Source: an optimization exercise on an open RTL-to-GDS flow (aim: small area, a short achievable clock period and few clock cycles). Production flows keep margins and buffers that such runs may drop.
In this exercise RTL edits were held to simulation tests only and were not proved equivalent to the original.

`flow/run.sh`:
```
#!/bin/bash
# synth_recipe.tcl (not shown) runs the flow's synth.tcl, then flattens the netlist and writes it again
# the make line also repeats each setting of config.mk as NAME=value (left out here)
make -C /OpenROAD-flow-scripts/flow DESIGN_CONFIG=/design/flow/config.mk WORK_HOME=/design/flow/orfs CLKGATE_MAP_FILE= SYNTH_SCRIPT=/design/flow/synth_recipe.tcl finish
```
`flow/config.mk`:
```
export PLATFORM = sky130hd
export DESIGN_NAME = epsilon_core
export DESIGN_NICKNAME = epsilon_core
export VERILOG_FILES = /design/flow/design.v
export SDC_FILE = /design/flow/constraint.sdc
export NUM_CORES = 4
export LEC_CHECK = 0
export CAP_MARGIN = 20
export CORE_MARGIN = 2
export CORE_UTILIZATION = 28
export PLACE_DENSITY = 0.38
export SETUP_SLACK_MARGIN = 5
export SLEW_MARGIN = 20
export TNS_END_PERCENT = 100
```
`flow/constraint.sdc`:
```
create_clock -name core_clock -period 15.0 [get_ports {clk}]
set_input_delay 3.0000 -clock core_clock [delete_from_list [all_inputs] [get_ports {clk}]]
set_output_delay 3.0000 -clock core_clock [all_outputs]
set_load 0.01 [all_outputs]
```
`flow/design.v`:
```
module epsilon_core (
    input  wire         clk,
    input  wire         rst,
    input  wire         req_valid,
    output wire         req_ready,
    input  wire [4:0]   req_op,
    input  wire [127:0] req_a,
    input  wire [127:0] req_b,
    output reg          resp_valid,
    output reg          resp_fault,
    output reg  [1:0]   resp_fc,
    output wire [127:0] resp_y,
    output wire [127:0] resp_z,
    output reg          resp_cf,
    output reg          resp_ir,
    output reg          resp_ex
);
    localparam SD = 4;               
    localparam WW = 130 + SD;        
    localparam [1:0] FC_NONE = 2'd0, FC_DIV_ZERO = 2'd1, FC_ILLEGAL = 2'd2;
    localparam NS = 8;
    localparam I_IDLE = 0, I_EXEC = 1, I_DIV2 = 2, I_DIVI = 3,
               I_DF1 = 4, I_DF2 = 5, I_DF3 = 6, I_I2F2 = 7;
    reg  [NS-1:0] st;
    wire s_idle = st[I_IDLE], s_exec = st[I_EXEC];
    wire s_div2 = st[I_DIV2], s_divi = st[I_DIVI], s_df1 = st[I_DF1], s_df2 = st[I_DF2];
    wire s_df3  = st[I_DF3],  s_i2f2 = st[I_I2F2];
    reg  o_64, o_i2fx, o_mul, o_div;
    reg  [127:0]  A;         
    reg  [127:0]  B;         
    reg  [127:0]  Y;         
    reg  [127:0]  Z;         
    reg  [127:0]  W;         
    reg  [1:0]    a_hi, w_hi;
    reg  [SD-1:0] a_lo, w_lo;
    reg  [7:0]    lzq;       
    reg  [7:0]    lza_q;     
    reg  [7:0]    dcnt;      
    reg           negq;      
    reg           qpr, qnr;  
    reg           mulb_q;    
    assign req_ready = s_idle;
    assign resp_y = Y;
    assign resp_z = Z;
    wire r_add  = (req_op == 5'h00) | (req_op == 5'h01);
    wire r_inc  = (req_op == 5'h02);
    wire r_sub  = (req_op == 5'h04) | (req_op == 5'h05);
    wire r_dec  = (req_op == 5'h06);
    wire r_neg  = (req_op == 5'h10);
    wire r_cmp  = (req_op == 5'h18) | (req_op == 5'h19) | (req_op == 5'h1A);
    wire r_cmps = (req_op == 5'h18);
    wire r_lsh  = (req_op == 5'h14);
    wire r_rsh  = (req_op == 5'h15);
    wire r_rotl = (req_op == 5'h16);
    wire r_f2u  = (req_op == 5'h1C);
    wire r_u2f  = (req_op == 5'h1D);
    wire r_i2f  = (req_op == 5'h1E);
    wire r_mul  = (req_op == 5'h08) | (req_op == 5'h09);
    wire r_div  = (req_op == 5'h0C) | (req_op == 5'h0D);
    wire r_64   = (req_op == 5'h01) | (req_op == 5'h05) | (req_op == 5'h09) |
                  (req_op == 5'h0C) | (req_op == 5'h1A);
    wire r_ngi  = r_neg | r_u2f | r_i2f;                    
    wire r_sum  = r_add | r_inc | r_sub | r_dec | r_neg;
    wire r_rm   = r_lsh | r_rsh | r_rotl | r_f2u;
    wire r_ill  = ~(r_sum | r_cmp | r_rm | r_u2f | r_i2f | r_mul | r_div);
    wire [127:0] rb64 = {r_64 ? 64'd0 : req_b[127:64], req_b[63:0]};
    wire         r_dz = (rb64 == 128'd0);
    wire         r_now  = r_sum | r_cmp | r_rm | r_ill | (r_div & r_dz);    
    wire         r_exec = ~r_now;                                           
    wire         r_s    = req_a[63];
    wire [10:0]  r_e    = req_a[62:52];
    wire         r_fz   = (req_a[51:0] == 52'd0);
    wire         r_left = (r_e >= 11'd1075);             
    reg          f_zero, f_fill, f_ir, f_ex_sp, f_sp;
    always @(*) begin
        f_sp = 1'b1; f_zero = 1'b1; f_fill = 1'b0; f_ir = 1'b0; f_ex_sp = 1'b0;
        if (r_e == 11'h7FF) begin
            f_zero = ~(r_fz & ~r_s); f_fill = r_fz & ~r_s;
        end else if (r_e == 11'd0 && r_fz) begin
            f_ir = 1'b1; f_ex_sp = 1'b1;
        end else if (r_s) begin
        end else if (r_e == 11'd0) begin
            f_ir = 1'b1;
        end else if (r_e >= 11'd1151) begin
            f_zero = 1'b0; f_fill = 1'b1;
        end else if (r_e < 11'd1023) begin
            f_ir = 1'b1;
        end else begin
            f_sp = 1'b0; f_zero = 1'b0; f_ir = 1'b1;
        end
    end
    reg  [15:0] r_ga, r_gb, r_gaf;
    integer gi;
    always @(*) begin
        for (gi = 0; gi < 16; gi = gi + 1) begin
            r_ga[gi] = |req_a[8*gi +: 8];
            r_gb[gi] = |rb64[8*gi +: 8];
        end
        for (gi = 0; gi < 16; gi = gi + 1)
            r_gaf[gi] = |(r_ga >> gi);
    end
    wire r_mulb = ~|(r_gb & ~r_gaf);                        
    wire [127:0] Bm = {(o_64 & s_exec) ? 64'd0 : B[127:64], B[63:0]};
    function [7:0] lzc128;
        input [127:0] x;
        reg   [127:0] v, vv;
        reg   [7*128-1:0] c;
        integer lvl, i;
        begin
            for (i = 0; i < 128; i = i + 1)
                v[i] = x[127 - i];
            c  = {7*128{1'b0}};
            vv = 128'd0;
            for (lvl = 0; lvl < 7; lvl = lvl + 1) begin
                for (i = 0; i < 64; i = i + 1) begin
                    if (i < (64 >> lvl)) begin
                        vv[i] = v[2*i] | v[2*i+1];
                        c[7*i +: 7] = v[2*i] ? c[7*(2*i) +: 7] : (c[7*(2*i+1) +: 7] | (7'd1 << lvl));
                    end
                end
                v = vv;
            end
            lzc128 = v[0] ? {1'b0, c[6:0]} : 8'd128;
        end
    endfunction
    wire [7:0] lz_a = lzc128(A);
    wire [7:0] lz_b = lzc128(Bm);
    wire [SD:0] lo_sum = {1'b0, a_lo} + {1'b0, w_lo};
    wire [4:0]   o5     = req_op;
    wire         a_ngi  = o5[4] & (~o5[3] | o5[2]);
    wire         a_bsel = ~a_ngi & ~(o5[1] & ~o5[4]);
    wire         a_inv  = |o5[4:2];
    wire         a_cin  = o5[4] | (o5[1] ^ o5[2]);
    wire         a_m64  = (~o5[4] & o5[0]) | (o5[4] & o5[1] & ~o5[0]);
    wire [127:0] ab64 = {a_m64 ? 64'd0 : req_b[127:64], req_b[63:0]};
    wire [127:0] x1_i = a_ngi ? 128'd0 : req_a;
    wire [127:0] x2_i = (({128{a_bsel}} & ab64) | ({128{a_ngi}} & req_a)) ^ {128{a_inv}};
    wire [127:0] x1_o = s_df3 ? Y : A;
    wire [127:0] x2_o = (({128{s_df2}} & B) | ({128{s_df3}} & Z) | ({128{s_df1}} & W)) ^
                        {128{s_df3}};
    wire [127:0] x1 = s_idle ? x1_i : x1_o;
    wire [127:0] x2 = s_idle ? x2_i : x2_o;
    wire         cin = s_idle ? a_cin :
                       ((s_df1 & lo_sum[SD]) | (s_df3 & ~negq));
    wire [128:0] sum  = {1'b0, x1} + {1'b0, x2} + {128'd0, cin};
    wire         cout = sum[128];
    wire a_eq_b  = (req_a == ab64);
    wire a_lt    = (~o5[0] & ~o5[1] & (req_a[127] ^ req_b[127])) ? req_a[127] : ~cout;   
    wire [127:0] cmp_y = {{127{a_lt}}, a_lt | ~a_eq_b};
    wire         mul_b   = mulb_q;                          
    wire [7:0]   lz_m    = mul_b ? lz_b : lz_a;             
    wire         rot_b   = s_div2 | (s_exec & o_mul & mul_b);
    wire [127:0] rot_in  = s_idle ? (r_f2u ? {75'd0, 1'b1, req_a[51:0]} : req_a) :
                           rot_b ? Bm : A;
    wire [6:0]   r_amt   = r_f2u ? (req_a[58:52] + 7'd77) :           
                           r_rsh ? (7'd0 - req_b[6:0]) : req_b[6:0];
    reg  [6:0]   rot_amt;
    always @(*) begin
        if (s_idle)                         rot_amt = r_amt;
        else if (s_div2)                    rot_amt = lzq[6:0];
        else if (s_df3)                     rot_amt = 7'd0 - lzq[6:0];
        else if (s_exec & o_mul)            rot_amt = {lz_m[6:2], 2'b00};    
        else                                rot_amt = lz_a[6:0];
    end
    function [127:0] rotl128;
        input [127:0] x;
        input [6:0]   r;
        integer j;
        begin
            for (j = 6; j >= 0; j = j - 1)
                if (r[j]) x = (x << (1 << j)) | (x >> (128 - (1 << j)));
            rotl128 = x;
        end
    endfunction
    wire [127:0] rot_out = rotl128(rot_in, rot_amt);
    wire [6:0] m_lo = r_lsh ? req_b[6:0] : 7'd0;
    wire [6:0] m_hi = r_rsh ? ~req_b[6:0] :
                      (r_f2u & ~r_left) ? (req_a[58:52] + 7'd1) : 7'd127;    
    reg  [127:0] keep;
    integer ki;
    always @(*)
        for (ki = 0; ki < 128; ki = ki + 1)
            keep[ki] = (ki[6:0] >= m_lo) && (ki[6:0] <= m_hi);
    wire sh_big = (r_lsh | r_rsh) & (|req_b[63:7]);
    wire f2u_ex = f_sp ? f_ex_sp : ~|(rot_out & ~keep);
    wire [127:0] rm_y = (sh_big | (r_f2u & f_zero)) ? 128'd0 :
                        (r_f2u & f_fill)            ? {128{1'b1}} :
                        (rot_out & keep);
    wire [52:0]  n_m      = A[127:75];
    wire         n_guard  = A[74];
    wire         n_sticky = |A[73:0];
    wire         n_up     = n_guard & (n_sticky | n_m[0]);
    wire [10:0]  n_exp    = 11'd1150 - {3'd0, lzq};
    wire [62:0]  n_bits   = {n_exp, n_m[51:0]} + {62'd0, n_up};
    wire         n_zero   = lzq[7];
    wire [63:0]  i2f_y    = n_zero ? 64'd0 : {negq, n_bits};
    wire         i2f_ex   = ~(n_guard | n_sticky);
    wire        dv_none = lz_b < lz_a;                      
    wire [7:0]  dv_n1   = lzq - lza_q + 8'd1;               
    wire [2:0]  dv_e    = {1'b0, 2'd0 - dv_n1[1:0]};
    wire [WW-1:0] ws_init = {3'd0, A, {(SD-1){1'b0}}} >> dv_e;
    wire [WW-1:0] dext = {2'b00, B, {SD{1'b0}}};
    function [1:0] srt_next;             
        input [WW-1:0] a, b;
        input [4:0]    xt;               
        reg   [3:0]    s4, c4, est;
        begin
            s4  = a[WW-2:WW-5] ^ b[WW-2:WW-5] ^ xt[4:1];
            c4  = (a[WW-3:WW-6] & b[WW-3:WW-6]) | (a[WW-3:WW-6] & xt[3:0]) |
                  (b[WW-3:WW-6] & xt[3:0]);
            est = s4 + c4;
            srt_next = {~est[3], est[3] & ~(&est)};
        end
    endfunction
    wire [4:0] dtop  = dext[WW-1:WW-5];
    reg  [WW-1:0] ws, wc, xs, s2, c2;
    reg  [SD-1:0] qpos, qneg;
    reg           qp, qn;
    reg  [1:0]    nq_p, nq_z, nq_n;
    reg           ep, en;        
    integer si;
    always @(*) begin
        ws = {a_hi, A, a_lo};
        wc = {w_hi, W, w_lo};
        qp = qpr;
        qn = qnr;
        for (si = 0; si < SD; si = si + 1) begin
            nq_p = srt_next(ws, wc, ~dtop);
            nq_z = srt_next(ws, wc, 5'd0);
            nq_n = srt_next(ws, wc, dtop);
            ep  = qp & ~o_mul;
            en  = (qn & ~o_mul) | (o_mul & Z[127-si]);
            qpos[SD-1-si] = ep;
            qneg[SD-1-si] = en;
            xs  = ep ? ~dext : (en ? dext : {WW{1'b0}});
            s2  = ws << 1;
            c2  = wc << 1;
            ws  = s2 ^ c2 ^ xs;
            wc  = {((s2 & c2) | (s2 & xs) | (c2 & xs)), 1'b0} | {{(WW-1){1'b0}}, ep};
            {qp, qn} = qp ? nq_p : (qn ? nq_n : nq_z);
        end
    end
    wire exec_go   = (o_div & ~dv_none) | (o_mul & ~lz_m[7]);
    wire exec_resp = s_exec & ~o_i2fx & ~exec_go;
    wire df1_neg   = a_hi[0] ^ w_hi[0] ^ cout;
    wire idle_resp = s_idle & req_valid & r_now;
    always @(posedge clk) begin
        if (rst) begin
            st         <= {{(NS-1){1'b0}}, 1'b1};
            resp_valid <= 1'b0;
        end else begin
            st <= {NS{1'b0}};
            st[I_IDLE] <= (s_idle & ~(req_valid & r_exec)) | exec_resp | s_i2f2 |
                          (s_df1 & o_mul) | s_df3;
            st[I_EXEC] <= s_idle & req_valid & r_exec;
            st[I_DIV2] <= s_exec & o_div & exec_go;
            st[I_DIVI] <= s_div2 | (s_exec & o_mul & exec_go) | (s_divi & (dcnt != SD));
            st[I_DF1]  <= s_divi & (dcnt == SD);
            st[I_DF2]  <= s_df1 & ~o_mul & df1_neg;
            st[I_DF3]  <= (s_df1 & ~o_mul & ~df1_neg) | s_df2;
            st[I_I2F2] <= s_exec & o_i2fx;
            resp_valid <= idle_resp | exec_resp | s_i2f2 | (s_df1 & o_mul) | s_df3;
        end
    end
    always @(posedge clk) begin
        if (s_idle) begin
            resp_fault <= r_ill | (r_div & r_dz);
            resp_fc    <= r_ill ? FC_ILLEGAL : (r_div & r_dz) ? FC_DIV_ZERO : FC_NONE;
            resp_cf    <= (r_add | r_inc) ? cout : (r_sub | r_dec) ? ~cout : 1'b0;
            resp_ir    <= r_f2u & f_ir;
            resp_ex    <= r_f2u & f2u_ex;
        end else begin
            resp_fault <= 1'b0;
            resp_fc    <= FC_NONE;
            resp_cf    <= 1'b0;
            resp_ir    <= s_i2f2;
            resp_ex    <= s_i2f2 & i2f_ex;
        end
        if (s_idle) begin
            o_64   <= r_64;
            o_i2fx <= r_u2f | r_i2f;
            o_mul  <= r_mul;
            o_div  <= r_div;
            mulb_q <= r_mulb;
        end
        if (s_idle)
            A <= (r_i2f & req_a[127]) ? sum[127:0] : req_a;     
        else if (s_exec & o_mul)
            {a_hi, A, a_lo} <= {WW{1'b0}};
        else if (s_exec)
            A <= rot_out;                     
        else if (s_div2)
            {a_hi, A, a_lo} <= ws_init;
        else if (s_divi)
            {a_hi, A, a_lo} <= ws;
        else
            A <= sum[127:0];                  
        if (s_idle)
            B <= req_b;
        else if (s_exec)
            B <= (o_mul & mul_b) ? A : Bm;    
        else if (s_div2)
            B <= rot_out;                     
        if (s_div2 | s_exec)
            {w_hi, W, w_lo} <= {WW{1'b0}};
        else
            {w_hi, W, w_lo} <= wc;
        if (s_idle)
            Y <= (o5[4] & o5[3] & ~o5[2]) ? cmp_y : (o5[4] & o5[2]) ? rm_y : sum[127:0];
        else if (s_exec | s_div2)
            Y <= 128'd0;
        else if (s_divi)
            Y <= {Y[127-SD:0], qpos};
        else if (s_i2f2)
            Y <= {64'd0, i2f_y};
        else if ((s_df1 & o_mul) | s_df3)
            Y <= sum[127:0];
        if (s_exec)
            Z <= o_mul ? rot_out : o_div ? A : 128'd0;      
        else if (s_divi)
            Z <= {Z[127-SD:0], qneg};
        else if (s_df3)
            Z <= rot_out;
        else if (~((s_df1 & ~o_mul) | s_df2))
            Z <= 128'd0;
        if (s_idle)
            negq  <= r_i2f & req_a[127];
        else if (s_df1)
            negq  <= df1_neg;
        if (s_exec) begin
            lzq   <= o_div ? lz_b : lz_a;
            lza_q <= lz_a;
        end
        if (s_exec)
            dcnt <= 8'd128 - {lz_m[6:2], 2'b00};         
        else if (s_div2)
            dcnt <= dv_n1 + {5'd0, dv_e};
        else
            dcnt <= dcnt - SD;
        if (s_div2) begin
            qpr <= 1'b1;
            qnr <= 1'b0;
        end else begin
            qpr <= qp;
            qnr <= qn;
        end
    end
endmodule
```
==> run notes <==
-- critical path: cells and delay by family, from the launching register on --
family | cells | cell delay, ps
mux | 1 | 230
buf+inv | 10 | 2900
compound gates | 10 | 3040
simple gates | 6 | 3910
flops | 1 | 300
-- layer usage --
layer | wire [um] | part of all wire | global-route usage | vias to the layer above
met4 | 123000 | 0.12 | 0.501 | 59
met3 | 127000 | 0.12 | 0.194 | 3702
li1 | - | - | - | 52600
met5 | 451 | 0.00044 | 0.000631 | -
met2 | 416000 | 0.40 | 0.741 | 12700
met1 | 369000 | 0.36 | 0.602 | 69000
-- through the flow --
step / hold WS [ps] / setup WS, ps / std cells / instance area [sq um]
final: 601 / 4450 / 19800 / 126000
after global routing: 642 / 4970 / 19700 / 126000
after CTS: 579 / 5000 / 19600 / 125000
after detailed placement: 534 / 1260 / 19400 / 120000
after global placement: 567 / 1230 / 19300 / 120000
after floorplan: 509 / 5060 / 14200 / 105000
-- how the worst max path moves through the flow --
stage,startpoint,endpoint,slack [ps],cells after the start
after floorplan,req_op[3],Y[24],5060,33
after global placement,req_op[2],Y[83],1230,33
after detailed placement,req_op[2],Y[88],1260,33
after CTS,req_op[0],Y[89],5000,32
after global routing,B[127],A[90],4970,39
final,A[120],resp_ex,4450,27
-- flip-flops by register name, summed over array words and instances (netlist names), 2 cells and up --
signal and count:
Y 128, A 128, a_lo 4, lzq 8, B 128, Z 128
dcnt 7, resp_fc 2, w_lo 3, st 8, W 128, lza_q 8
-- layout make-up --
class | count | area (sq um)
antenna | 155 | 388
tap | 4972 | 6220
sequential | 695 | 18100
clock inverter | 49 | 636
clock buffer | 148 | 2980
multi-input combinational | 11300 | 80200
timing repair buffer | 1666 | 14400
fill | 39800 | 246000
inverter | 822 | 3110
-- placed cells by master, fill, tap and decap left out, types with 218 or more instances in the layout --
cell type / Yosys / final
sky130_fd_sc_hd__a22oi_1: 536 / 533
sky130_fd_sc_hd__o21ai_0: 1723 / 1626
sky130_fd_sc_hd__ha_1: 222 / 218
sky130_fd_sc_hd__mux2i_1: 494 / 475
sky130_fd_sc_hd__fa_1: 547 / 546
sky130_fd_sc_hd__nand2_1: 1725 / 1710
sky130_fd_sc_hd__inv_1: 816 / 810
sky130_fd_sc_hd__nor2_1: 1023 / 994
sky130_fd_sc_hd__o22ai_1: 327 / 313
sky130_fd_sc_hd__a211oi_1: 271 / 251
sky130_fd_sc_hd__xnor2_1: 332 / 319
sky130_fd_sc_hd__buf_4: 24 / 1078
sky130_fd_sc_hd__a21oi_1: 1015 / 993
sky130_fd_sc_hd__dfxtp_1: 283 / 275
sky130_fd_sc_hd__nand3_1: 261 / 260
sky130_fd_sc_hd__clkdlybuf4s50_1: 0 / 521
sky130_fd_sc_hd__edfxtp_1: 412 / 412
-- cell families after synthesis --
group,after synthesis,synth area share
AO/OA/AOI/OAI,5205,0.314
AND/OR/NAND/NOR,4111,0.177
buffers and inverters,2219,0.0819
adder cells (fa/ha/maj),769,0.131
multiplexers,726,0.0840
flip-flops,695,0.173
XOR/XNOR,458,0.0384
other,1,0.0000359
-- timing repair --
| item | 4_1_cts | 5_1_grt |
|---|---|---|
| gates cloned | 13 | 5 |
| hold endpoints to repair | 0 | 0 |
| hold buffers | 0 | 0 |
| setup endpoints to repair | 519 | 243 |
| gates resized for setup | 101 | 69 |
| buffers inserted | 41 | 20 |
| pin swaps | 22 | 15 |
==> impl_table.tex <==
\begin{tabular}{lr}
\hline
Metric & Value \\
\hline
\multicolumn{2}{l}{\textbf{Status}} \\
\quad Outcome & complete, but fails checks \\
\quad Layout check fault list & capacitance limit, slew limit \\
\multicolumn{2}{l}{\textbf{Drt}} \\
\quad Detailed-route wire length & 1040000 um \\
\quad Count of antenna-violating nets left after detailed routing & 0 \\
\quad Remaining routing DRC violations & 0 \\
\quad Vias & 138000 \\
\quad Average wire length per cell after detail routing & 52.3 um \\
\quad Number of DRC markers after the initial detailed-route iteration & 24100 \\
\quad 1st-pass router iterations & 10 \\
\quad Vias per std cell & 6.98 \\
\multicolumn{2}{l}{\textbf{Layout}} \\
\quad Fraction of final layout cells with drive strength greater than 1 & 0.135 \\
\quad Post-route core utilization & 0.339 \\
\quad Number of nets in the final layout & 15600 \\
\quad Area growth from synthesis to final layout & 20.6\% \\
\multicolumn{2}{l}{\textbf{Global routing}} \\
\quad Overflow left after global routing & 0 \\
\quad Overall fraction of global-route tracks in use & 0.523 \\
\quad Initial antenna violation count & 204 \\
\quad Via count of the first global-routing pass & 125000 \\
\quad Wire length of the first global-routing pass & 1320000 um \\
\quad Pin count of the biggest net entering global routing & 140 \\
\multicolumn{2}{l}{\textbf{Worst setup path}} \\
\quad CP Data Arrival Time & 11450 ps \\
\quad Setup Crit Path Kind & reg2reg \\
\quad Most frequent cell on the critical path & sky130\_fd\_sc\_hd\_\_buf\_4 \\
\quad Launch point of the worst reg-to-reg path & A[120] \\
\quad Kind of capture point of the worst setup path & flop \\
\quad Depth of the worst register-to-register path & 27 \\
\quad Kind of start point of the critical path & flop \\
\quad Required time at the endpoint of the critical path & 15910 ps \\
\quad Capture point of the worst reg-to-reg path & resp\_ex \\
\quad Max stage delay on crit path & 820 ps \\
\quad Cell at the slowest stage of the critical path & sky130\_fd\_sc\_hd\_\_nand4\_1 \\
\quad Slack of the worst reg-to-reg path & 4450 ps \\
\quad Largest driver fanout on the critical path & 34 \\
\multicolumn{2}{l}{\textbf{Yosys}} \\
\quad Syn\_area\_per\_cell & 7.37 sq um \\
\quad Register area share after synthesis & 0.173 \\
\quad Number of enable-type register cells in the synthesized netlist & 412 \\
\quad Mapped Area & 0.105 sq mm \\
\quad Leading cell type by number of instances after synthesis & sky130\_fd\_sc\_hd\_\_nand2\_1 \\
\quad YS warnings & 1 \\
\quad Cells taking the most area after synthesis & sky130\_fd\_sc\_hd\_\_edfxtp\_1 12\%, sky130\_fd\_sc\_hd\_\_fa\_1 10\%, sky130\_fd\_sc\_hd\_\_o21ai\_0 8.2\% \\
\quad Post-synth top area cell & sky130\_fd\_sc\_hd\_\_edfxtp\_1 \\
\quad Cell variety after synth & 107 \\
\quad Area share of the largest cell type after synthesis & 0.118 \\
\quad Syn Nets & 15200 \\
\quad Gate count after technology mapping & 14200 \\
\quad Most used flip-flop cell after synthesis & sky130\_fd\_sc\_hd\_\_edfxtp\_1 \\
\quad Leading cell types by count after synthesis & 1725 x sky130\_fd\_sc\_hd\_\_nand2\_1, 1723 x sky130\_fd\_sc\_hd\_\_o21ai\_0, 1168 x sky130\_fd\_sc\_hd\_\_clkbuf\_1 \\
\quad Share of flip-flops with an asynchronous set or reset & 0 \\
\quad Seq cells post-synth & 695 \\
\multicolumn{2}{l}{\textbf{Die}} \\
\quad Die ar. & 0.378 sq mm \\
\quad Die span in x & 615 um \\
\quad Die boundary height & 615 um \\
\quad Initial Util & 0.281 \\
\quad Count of boundary I/O pins & 528 \\
\quad Placeable core region & 0.372 sq mm \\
\quad FP Rows & 224 \\
\multicolumn{2}{l}{\textbf{STA}} \\
\quad Maximum clock rate & 94.8 MHz \\
\quad Endpoints failing hold & 0 \\
\quad Finish-stage setup viols & 0 \\
\quad Final Max Slew Viols & 2 \\
\quad Post-route clock skew & 114 ps \\
\quad Minimum clock period after layout & 10550 ps \\
\quad Setup repair after global routing missed its margin & true \\
\quad Headroom to the max-slew limit & -0.0773 \\
\quad Least-Margin Pin Slew & 1600 ps \\
\quad Accumulated negative setup slack & 0 ps \\
\quad Final critical-path share of the clock period & 0.703 \\
\multicolumn{2}{l}{\textbf{CTS}} \\
\quad TritonCTS clock tree & done \\
\quad Max Root-Sink Buffers & 4 \\
\quad Clock Sink Count & 695 \\
\quad H-tree levels & 3 \\
\quad Library cell used as clock root buffer & sky130\_fd\_sc\_hd\_\_clkbuf\_16 \\
\quad Total CTS buffers & 107 \\
\quad Later-pin clock latency in the skew report & 970 ps \\
\quad Clock slew seen by the registers of the worst setup and hold paths & 70 ps \\
\multicolumn{2}{l}{\textbf{Place}} \\
\quad HPWL reported at the end of detailed placement & 820000 um \\
\quad Buffers added on ports & 527 \\
\quad GP Congestion & 1.12 \\
\multicolumn{2}{l}{\textbf{Hold path}} \\
\quad Sink of the worst hold path & st[4] \\
\quad Start point of the worst min-delay path & dcnt[1] \\
\quad Number of stages on the worst hold path & 3 \\
\quad Class of the tightest hold or removal check & reg2reg \\
\multicolumn{2}{l}{\textbf{Run}} \\
\quad Number of max-cap violations & 1 \\
\hline
\end{tabular}
Testbench counts, summed over its fixed seeds: cycles 24,977.

-- what the ideal ports hide --
The flow's constraints put no driver on any port. The routed layout listed below was extracted and timed again, unchanged, in two steps.
Step 1 sets driving cells, clkbuf_16 on the clock port and buf_2 on the other inputs (assumed; they add their load-dependent delay and slew).
Step 2 moves the port delays by t, midway between the first and last clock arrival at a register: inputs arrive t later, outputs are due t later. That takes back most of the time a late clock gives input paths.
Slacks: ideal / step 1 / step 2; pairs: ideal / step 1.
t (ns): 1.043
setup WS [ns]: 4.454 / 4.454 / 3.814
cell pins on the clock port's net: 1
The setup slack of this run moves by 0.000 ns with the drivers and by -0.640 ns with both steps.
